Context: an optimization exercise on an open-source flow, tuned for small area. The choices shown serve that exercise and are no tape-out recipe. Function was checked by simulation only, so behaviour that the tests miss may differ from the original. Power is estimated from default activity; no workload was simulated.

lane 1:
Design vcpu_core, start of the top module:
module vcpu_core (
    input  wire        clk,
    input  wire        rst,
    input  wire [31:0] prog_len,
    input  wire        terminate,
    output wire        imem_req,
    output wire [31:0] imem_addr,
    input  wire        imem_ack,
    input  wire [31:0] imem_rdata,
    output wire        dmem_req,
    output wire        dmem_we,
    output wire [1:0]  dmem_size,
    output wire [31:0] dmem_addr,
    output wire [31:0] dmem_wdata,
    input  wire        dmem_ack,
    input  wire        dmem_err,
    input  wire [31:0] dmem_rdata,
    output reg         retire_valid,
    output wire [31:0] retire_pc,
    output wire [4:0]  retire_rd,
    output wire [31:0] retire_wdata,
    output reg         stopped,
    output wire [3:0]  exit_code,
    output wire [31:0] pc
);
clock: 12.0 ns
lec_check: 0
abc_clock_period_in_ps: 12000
cap_margin: 5
core_margin: 2
core_utilization: 65
slew_margin: 5
standard.sh (not shown) runs the stock make flow with config.mk's settings and CLKGATE_MAP_FILE= SYNTH_SCRIPT=/design/flow/synth_recipe.tcl, a recipe that flattens the netlist after the stock synthesis.
==> flow/flow/run.sh <==
#!/bin/bash
# Standard ORFS layout through the standard.sh, with these changes:
# - synthesis is the standard flow's own script (synth_recipe.tcl, same passes, flattening
#   and names) with abc's combinational mapping run from flow/area.abc (an
#   area-oriented script) instead of ORFS's abc script; registers are mapped
#   before abc and are unchanged;
# - the port buffers are buf_1 cells;
set -euo pipefail
here=$(pwd)
{ head -n 1 synth_recipe.tcl; cat flow/abc_map.tcl; tail -n +2 synth_recipe.tcl; } > my_synth.tcl
export MY_ABC_SCRIPT="$here/flow/area.abc"
export BUFFER_PORTS_ARGS="-buffer_cell sky130_fd_sc_hd__buf_1"
export CTS_ARGS="-sink_clustering_enable -repair_clock_nets -dont_use_dummy_load -buf_list sky130_fd_sc_hd__clkbuf_8 -sink_clustering_size 19 -sink_clustering_max_diameter 60"
bash standard.sh SYNTH_SCRIPT="$here/my_synth.tcl" ADDER_MAP_FILE= finish > standard_flow.log 2>&1
==> flow/flow/abc_map.tcl <==
# Run abc's combinational mapping with the script in $MY_ABC_SCRIPT (when set)
# instead of the ORFS script: same liberty, dont_use cells, constraints and
# delay target. abc -dff calls pass through unchanged.
proc abc {args} {
  if {[lsearch -exact $args -dff] >= 0 || ![info exists ::env(MY_ABC_SCRIPT)]} {
    yosys abc {*}$args
    return
  }
  set out {}
  set skip 0
  foreach a $args {
    if {$skip} { set skip 0; continue }
    if {$a eq "-script"} { set skip 1; continue }
    lappend out $a
  }
  if {$::env(MY_ABC_SCRIPT) ne ""} { lappend out -script $::env(MY_ABC_SCRIPT) }
  puts "abc_map.tcl: abc $out"
  yosys abc {*}$out
}
==> flow/flow/area.abc <==
strash
&get -n
&fraig -x
&put
scorr
dc2
strash
&get -n
&dch -f
&nf -R 1000
&put
strash
dch -f
&get -n
&nf -R 1000
&put
strash
dch -f
&get -n
&nf -R 1000
&put
[inputs] lane 2 vs lane 1
--- a/flow/flow/run.sh
+++ b/flow/flow/run.sh
@@ -13 +13 @@
-export CTS_ARGS="-sink_clustering_enable -repair_clock_nets -dont_use_dummy_load -buf_list sky130_fd_sc_hd__clkbuf_8 -sink_clustering_size 19 -sink_clustering_max_diameter 60"
+export CTS_ARGS="-sink_clustering_enable -repair_clock_nets -dont_use_dummy_load -buf_list sky130_fd_sc_hd__clkbuf_16 -sink_clustering_size 40 -sink_clustering_max_diameter 40"
Notes after the runs:
Side by side, sequential power turned out higher in lane 2 than in lane 1.
On minimum setup slack in the final design: lane 2 sits above lane 1.
Lane 1 has a higher minimum hold slack than lane 2.
On clock skew, lane 2 does worse than lane 1.
Edits applied to the flow inputs when going from lane 2 to lane 3:
--- a/flow/flow/run.sh
+++ b/flow/flow/run.sh
@@ -13 +13 @@
-export CTS_ARGS="-sink_clustering_enable -repair_clock_nets -dont_use_dummy_load -buf_list sky130_fd_sc_hd__clkbuf_16 -sink_clustering_size 40 -sink_clustering_max_diameter 40"
+export CTS_ARGS="-sink_clustering_enable -repair_clock_nets -dont_use_dummy_load -buf_list sky130_fd_sc_hd__clkbuf_8 -sink_clustering_size 19 -sink_clustering_max_diameter 60"
--- a/flow/config.mk
+++ b/flow/config.mk
@@ -11,0 +12 @@
+export GPL_TIMING_DRIVEN = 0
Findings:
- Status | lane 3 and lane 2 | clean
- Comparing lane 2 with lane 3, the power attributed to combinational cells came out essentially unchanged.
- Compared with lane 2, lane 3 shows a share of the core filled with cells in the final layout that is 1.2 points lower.
- In lane 3, setup slack of the critical path after layout is lower than in lane 2.
- The final reports for lane 3 and lane 2 show final cell count higher in the former.
- The number of clock buffers in the layout in lane 3 is 0.78 times that in lane 2.
Edits applied to the flow inputs when going from lane 3 to lane 4:
--- a/flow/config.mk
+++ b/flow/config.mk
@@ -12 +12 @@
-export GPL_TIMING_DRIVEN = 0
+export PLACE_DENSITY = 0.72
==> comparison <==
Taking lane 3 as the reference, in lane 4 time the final worst path needs with I/O delays and setup has decreased; post-cts gate resize count held steady. Delta (lane 4 minus lane 3): power after layout up 0.040 mW, clock latency of the later-clocked register in the worst-skew pair was more or less identical, combinational power comparable. Diff lane 3 -> lane 4: critical path depth went up; post-layout instance area fell 790 um2; met2 track demand over resource higher.

---

the baseline:
vcpu_core, a different RTL version from the one above (not shown whole).
Size: roughly 2800 cells after synthesis, ~1200 flip-flops, ~310 I/O pins, roughly 34000 um^2 of cells after synthesis.
export LEC_CHECK = 0
export ABC_AREA = 1
export CAP_MARGIN = 20
export CORE_MARGIN = 2
export CORE_UTILIZATION = 60
export SLEW_MARGIN = 20
create_clock -name core_clock -period 12.0 [get_ports {clk}]
==> flow/flow/run.sh <==
#!/bin/bash
# Standard ORFS layout, with two changes: the port buffers are buf_1 cells,
# and clock tree synthesis adds no dummy loads.
set -euo pipefail
export BUFFER_PORTS_ARGS="-buffer_cell sky130_fd_sc_hd__buf_1"
export CTS_ARGS="-sink_clustering_enable -repair_clock_nets -dont_use_dummy_load -buf_list sky130_fd_sc_hd__clkbuf_8 -sink_clustering_size 20 -sink_clustering_max_diameter 60"
bash standard.sh finish > standard_flow.log 2>&1
### the baseline -> the candidate
- a deleted ABC_AREA that had been 1
### Flow results
- Taking the baseline as the reference, in the candidate clock-cell share of area flat; adder-cell share of the synthesized area essentially unchanged.
- For the candidate, the topmost layer with routed signal wires was met4, unlike the baseline, where it was met5.
- Sort the candidate and the baseline by share of power burned in the clock network, descending, and the candidate comes first.
- The baseline has higher critical path depth than the candidate.

---

Setup of red:
Another version of the RTL of vcpu_core (not shown whole).
For scale: about 2300 cells after synthesis, ~1200 flip-flops, about 310 I/O pins, about 0.032 sq mm of cells after synthesis.
==> flow/design.v (excerpt) <==
module vcpu_core (
    input  wire        clk,
    input  wire        rst,
    input  wire [31:0] prog_len,
    input  wire        terminate,
    output wire        imem_req,
    output wire [31:0] imem_addr,
    input  wire        imem_ack,
    input  wire [31:0] imem_rdata,
    output wire        dmem_req,
    output wire        dmem_we,
    output wire [1:0]  dmem_size,
    output wire [31:0] dmem_addr,
    output wire [31:0] dmem_wdata,
    input  wire        dmem_ack,
    input  wire        dmem_err,
    input  wire [31:0] dmem_rdata,
    output reg         retire_valid,
    output wire [31:0] retire_pc,
    output wire [4:0]  retire_rd,
    output wire [31:0] retire_wdata,
    output reg         stopped,
    output wire [3:0]  exit_code,
    output wire [31:0] pc
);
export LEC_CHECK = 0
export ABC_CLOCK_PERIOD_IN_PS = 12000
export CAP_MARGIN = 20
export CORE_MARGIN = 2
export CORE_UTILIZATION = 60
export SLEW_MARGIN = 20
create_clock -name core_clock -period 12.0 [get_ports {clk}]
==> flow/flow/run.sh <==
#!/bin/bash
# Standard ORFS layout through the standard.sh, with these changes:
# - synthesis is the standard flow's own script (synth_recipe.tcl, same passes, flattening
#   and names) with abc's combinational mapping run from flow/area.abc (an
#   area-oriented script) instead of ORFS's abc script; registers are mapped
#   before abc and are unchanged;
# - the port buffers are buf_1 cells;
set -euo pipefail
here=$(pwd)
{ head -n 1 synth_recipe.tcl; cat flow/abc_map.tcl; tail -n +2 synth_recipe.tcl; } > my_synth.tcl
export MY_ABC_SCRIPT="$here/flow/area.abc"
export BUFFER_PORTS_ARGS="-buffer_cell sky130_fd_sc_hd__buf_1"
export CTS_ARGS="-sink_clustering_enable -repair_clock_nets -dont_use_dummy_load -buf_list sky130_fd_sc_hd__clkbuf_8 -sink_clustering_size 18 -sink_clustering_max_diameter 60"
bash standard.sh SYNTH_SCRIPT="$here/my_synth.tcl" finish > standard_flow.log 2>&1
==> flow/flow/area.abc <==
strash
&get -n
&fraig -x
&put
scorr
dc2
strash
&get -n
&dch -f
&nf -R 1000
&put
Scripts as last shown in full above: flow/flow/abc_map.tcl
red reached the end of the flow, and the finished layout is clean on the timing, design-rule and antenna checks.
What blue does differently from red at the input level:
Settings: ABC_CLOCK_PERIOD_IN_PS: 12000 -> unset; SLEW_MARGIN: 20 -> 5; ABC_AREA: unset -> 1; CAP_MARGIN: 20 -> 5.
==> flow/flow/run.sh <==
#!/bin/bash
set -euo pipefail
export BUFFER_PORTS_ARGS="-buffer_cell sky130_fd_sc_hd__buf_1"
export CTS_ARGS="-sink_clustering_enable -repair_clock_nets -dont_use_dummy_load -buf_list sky130_fd_sc_hd__clkbuf_8 -sink_clustering_size 18 -sink_clustering_max_diameter 60"
bash standard.sh finish > standard_flow.log 2>&1
removed: flow/flow/abc_map.tcl
removed: flow/flow/area.abc
[summary]
Diode insertion count for antenna repair, red and blue, higher one = red. The cell area after layout reported for blue is greater than that of red by 3.1%. Count of placed standard cells including taps was lower in red than in blue.
> inputs changed (blue -> green)
Settings: setting ABC_CLOCK_PERIOD_IN_PS to 12000 for the first time; removing ABC_AREA (formerly 1).
==> flow/flow/run.sh <==
#!/bin/bash
# Standard ORFS layout through the standard.sh, with these changes:
# - synthesis is the standard flow's own script (synth_recipe.tcl, same passes, flattening
#   and names) with abc's combinational mapping run from flow/area.abc (an
#   area-oriented script) instead of ORFS's abc script; registers are mapped
#   before abc and are unchanged;
# - the port buffers are buf_1 cells;
set -euo pipefail
here=$(pwd)
{ head -n 1 synth_recipe.tcl; cat flow/abc_map.tcl; tail -n +2 synth_recipe.tcl; } > my_synth.tcl
export MY_ABC_SCRIPT="$here/flow/area.abc"
export BUFFER_PORTS_ARGS="-buffer_cell sky130_fd_sc_hd__buf_1"
export CTS_ARGS="-sink_clustering_enable -repair_clock_nets -dont_use_dummy_load -buf_list sky130_fd_sc_hd__clkbuf_8 -sink_clustering_size 18 -sink_clustering_max_diameter 60"
bash standard.sh SYNTH_SCRIPT="$here/my_synth.tcl" ADDER_MAP_FILE= finish > standard_flow.log 2>&1
==> flow/flow/abc_map.tcl (new file) <==
# Run abc's combinational mapping with the script in $MY_ABC_SCRIPT (when set)
# instead of the ORFS script: same liberty, dont_use cells, constraints and
# delay target. abc -dff calls pass through unchanged.
proc abc {args} {
  if {[lsearch -exact $args -dff] >= 0 || ![info exists ::env(MY_ABC_SCRIPT)]} {
    yosys abc {*}$args
    return
  }
  set out {}
  set skip 0
  foreach a $args {
    if {$skip} { set skip 0; continue }
    if {$a eq "-script"} { set skip 1; continue }
    lappend out $a
  }
  if {$::env(MY_ABC_SCRIPT) ne ""} { lappend out -script $::env(MY_ABC_SCRIPT) }
  puts "abc_map.tcl: abc $out"
  yosys abc {*}$out
}
==> flow/flow/area.abc (new file) <==
strash
&get -n
&fraig -x
&put
scorr
dc2
strash
&get -n
&dch -f
&nf -R 1000
&put
--- outcome ---
Status | green and blue | clean. Initial DRC count sits lower in green than in blue. Total power density per cell area (lower): blue. [diff] clock period minus worst slack, green relative to blue: regression. green against blue: inverter count now sits lower; routed length on met1 fell 8.0%; met1 global-route usage lower; initial antenna violation count now smaller.
For orange, these inputs were changed with respect to green:
Settings: clearing ABC_CLOCK_PERIOD_IN_PS, which used to be 12000; putting ABC_AREA at 1 where nothing was set; swapping 5 for 20 in CAP_MARGIN; swapping 5 for 20 in SLEW_MARGIN.
==> flow/flow/run.sh <==
#!/bin/bash
set -euo pipefail
export BUFFER_PORTS_ARGS="-buffer_cell sky130_fd_sc_hd__buf_1"
export CTS_ARGS="-sink_clustering_enable -repair_clock_nets -dont_use_dummy_load -buf_list sky130_fd_sc_hd__clkbuf_8 -sink_clustering_size 18 -sink_clustering_max_diameter 60"
bash standard.sh finish > standard_flow.log 2>&1
removed: flow/flow/abc_map.tcl
removed: flow/flow/area.abc
Findings:
- orange closes out successfully: all stages finished, all timing, DRC and antenna checks passed.
- Between orange and green, it is orange whose cell count is higher, by 423.
- Against green, the final cell area of orange is higher.
- The lower total wire length after detailed routing of orange and green is in green.
- For orange, the capturing instance or port of the critical path was ACC[30], unlike green, where it was MD[0].

---

RTL: one of the versions met above, not the one the previous note started from.
Size in the first run: about 2,300 cells after synthesis, ~310 I/O pins.
Settings: LEC_CHECK=0, ABC_CLOCK_PERIOD_IN_PS=12000, CAP_MARGIN=5, CORE_MARGIN=2, CORE_UTILIZATION=60, SLEW_MARGIN=5; clock period 12.0 ns.
==> flow/flow/run.sh <==
#!/bin/bash
# Standard ORFS layout through the standard.sh, with these changes:
# - synthesis is the standard flow's own script (synth_recipe.tcl, same passes, flattening
#   and names) with abc's combinational mapping run from flow/area.abc (an
#   area-oriented script) instead of ORFS's abc script; registers are mapped
#   before abc and are unchanged;
# - the port buffers are buf_1 cells;
set -euo pipefail
here=$(pwd)
{ head -n 1 synth_recipe.tcl; cat flow/abc_map.tcl; tail -n +2 synth_recipe.tcl; } > my_synth.tcl
export MY_ABC_SCRIPT="$here/flow/area.abc"
export BUFFER_PORTS_ARGS="-buffer_cell sky130_fd_sc_hd__buf_1"
export CTS_ARGS="-sink_clustering_enable -repair_clock_nets -dont_use_dummy_load -buf_list sky130_fd_sc_hd__clkbuf_8 -sink_clustering_size 18 -sink_clustering_max_diameter 60"
bash standard.sh SYNTH_SCRIPT="$here/my_synth.tcl" ADDER_MAP_FILE= finish > standard_flow.log 2>&1
==> flow/flow/abc_map.tcl <==
# Run abc's combinational mapping with the script in $MY_ABC_SCRIPT (when set)
# instead of the ORFS script: same liberty, dont_use cells, constraints and
# delay target. abc -dff calls pass through unchanged.
proc abc {args} {
  if {[lsearch -exact $args -dff] >= 0 || ![info exists ::env(MY_ABC_SCRIPT)]} {
    yosys abc {*}$args
    return
  }
  set out {}
  set skip 0
  foreach a $args {
    if {$skip} { set skip 0; continue }
    if {$a eq "-script"} { set skip 1; continue }
    lappend out $a
  }
  if {$::env(MY_ABC_SCRIPT) ne ""} { lappend out -script $::env(MY_ABC_SCRIPT) }
  puts "abc_map.tcl: abc $out"
  yosys abc {*}$out
}
==> flow/flow/area.abc <==
strash
&get -n
&fraig -x
&put
scorr
dc2
strash
&get -n
&dch -f
&nf -R 1000
&put
strash
dch -f
&get -n
&nf -R 1000
&put
strash
dch -f
&get -n
&nf -R 1000
&put
strash
dch -f
&get -n
&nf -R 1000
&put
strash
dch -f
&get -n
&nf -R 1000
&put
Rerun with:
==> flow/flow/run.sh (replaced) <==
#!/bin/bash
# Standard ORFS layout through the standard.sh, with these changes:
# - synthesis is the standard flow's own script (synth_recipe.tcl: same passes, flattening
#   and names), except that abc's combinational mapping runs the script in
#   flow/area.abc (an area-oriented script; see flow/abc_map.tcl) instead of
#   ORFS's, and ORFS's full-adder extraction is skipped (ADDER_MAP_FILE empty)
#   so abc maps the adders too; registers are mapped before abc and are the
#   standard synthesis's;
# - the port buffers are buf_1 cells;
set -euo pipefail
here=$(pwd)
{ head -n 1 synth_recipe.tcl; cat flow/abc_map.tcl; tail -n +2 synth_recipe.tcl; } > my_synth.tcl
export MY_ABC_SCRIPT="$here/flow/area.abc"
export BUFFER_PORTS_ARGS="-buffer_cell sky130_fd_sc_hd__buf_1"
export CTS_ARGS="-sink_clustering_enable -repair_clock_nets -dont_use_dummy_load -buf_list sky130_fd_sc_hd__clkbuf_8 -sink_clustering_size 19 -sink_clustering_max_diameter 60"
bash standard.sh SYNTH_SCRIPT="$here/my_synth.tcl" ADDER_MAP_FILE= finish > standard_flow.log 2>&1
==> flow/flow/area.abc (replaced) <==
strash
&get -n
&fraig -x
&put
scorr
dc2
strash
&get -n
&dch -f
&nf -R 1000
&put
strash
dch -f
&get -n
&nf -R 1000
&put
strash
dch -f
&get -n
&nf -R 1000
&put
CORE_UTILIZATION = 65   (was 60)
Result: Setup slack is better by 0.46 ns; clock skew drops by 0.017 ns; first-iteration DRC count went down by about 1.5%.
Rerun with:
--- a/flow/flow/area.abc
+++ b/flow/flow/area.abc
@@ -12,3 +12,3 @@
 strash
-dch -f
+dch
 &get -n
@@ -17,3 +17,3 @@
 strash
-dch -f
+dch
 &get -n
- The changed run finished with timing, DRC and antenna clean
- final area barely changes
- register-to-register slack is better by 0.27 ns
- sequential share of layout area is about the same
- first-iteration DRC count shrinks by about a fifth
- die area stays flat
- total power grows by a few percent
- non-clock buffer count shrinks by 6
- worst hold slack is worse by 0.018 ns
- setup slack is better by 0.27 ns
- global-route usage grows by 1.1 points

==> separate check: timing with driven ports <==
The results above use ideal ports. As a check the final layouts listed here were re-extracted and re-timed, cells and wires unchanged.
Step 1 (the two cells are an assumption about what drives the block):
set clk [get_ports {clk}]
set_driving_cell -lib_cell sky130_fd_sc_hd__clkbuf_16 $clk
set_driving_cell -lib_cell sky130_fd_sc_hd__buf_2 [delete_from_list [all_inputs] $clk]
Step 2 times the ports against the registers' clock, not the clock port: input delays grow and output delays shrink by t, the midpoint of the rising clock arrivals with the driver on.
Three values: no drivers, after step 1, after step 2; two values: the first two.
run | t (ns) | setup WS [ns] | clock arrival spread, ns
lane 1 | 0.712 | 1.073 / 1.073 / 1.073 | 0.087 / 0.087
lane 2 | 0.670 | 1.087 / 1.087 / 1.087 | 0.103 / 0.102
lane 3 | 0.706 | 1.034 / 1.034 / 1.034 | 0.076 / 0.076
lane 4 | 0.696 | 1.056 / 1.056 / 1.056 | 0.112 / 0.112
the baseline | 0.696 | 5.236 / 5.236 / 5.236 | 0.118 / 0.118
the candidate | 0.694 | 3.813 / 3.813 / 3.813 | 0.119 / 0.119
red | 0.717 | 1.981 / 1.981 / 1.981 | 0.097 / 0.098
blue | 0.718 | 5.302 / 5.302 / 5.302 | 0.105 / 0.105
green | 0.701 | 1.754 / 1.754 / 1.754 | 0.092 / 0.091
orange | 0.715 | 5.322 / 5.322 / 5.322 | 0.105 / 0.105
the first run of note 4 | 0.684 | 0.616 / 0.616 / 0.616 | 0.108 / 0.108
the second run of note 4 | 0.712 | 1.073 / 1.073 / 1.073 | 0.087 / 0.087
the third run of note 4 | 0.701 | 1.342 / 1.342 / 1.342 | 0.083 / 0.083
After both steps setup and hold are still met in every run listed.
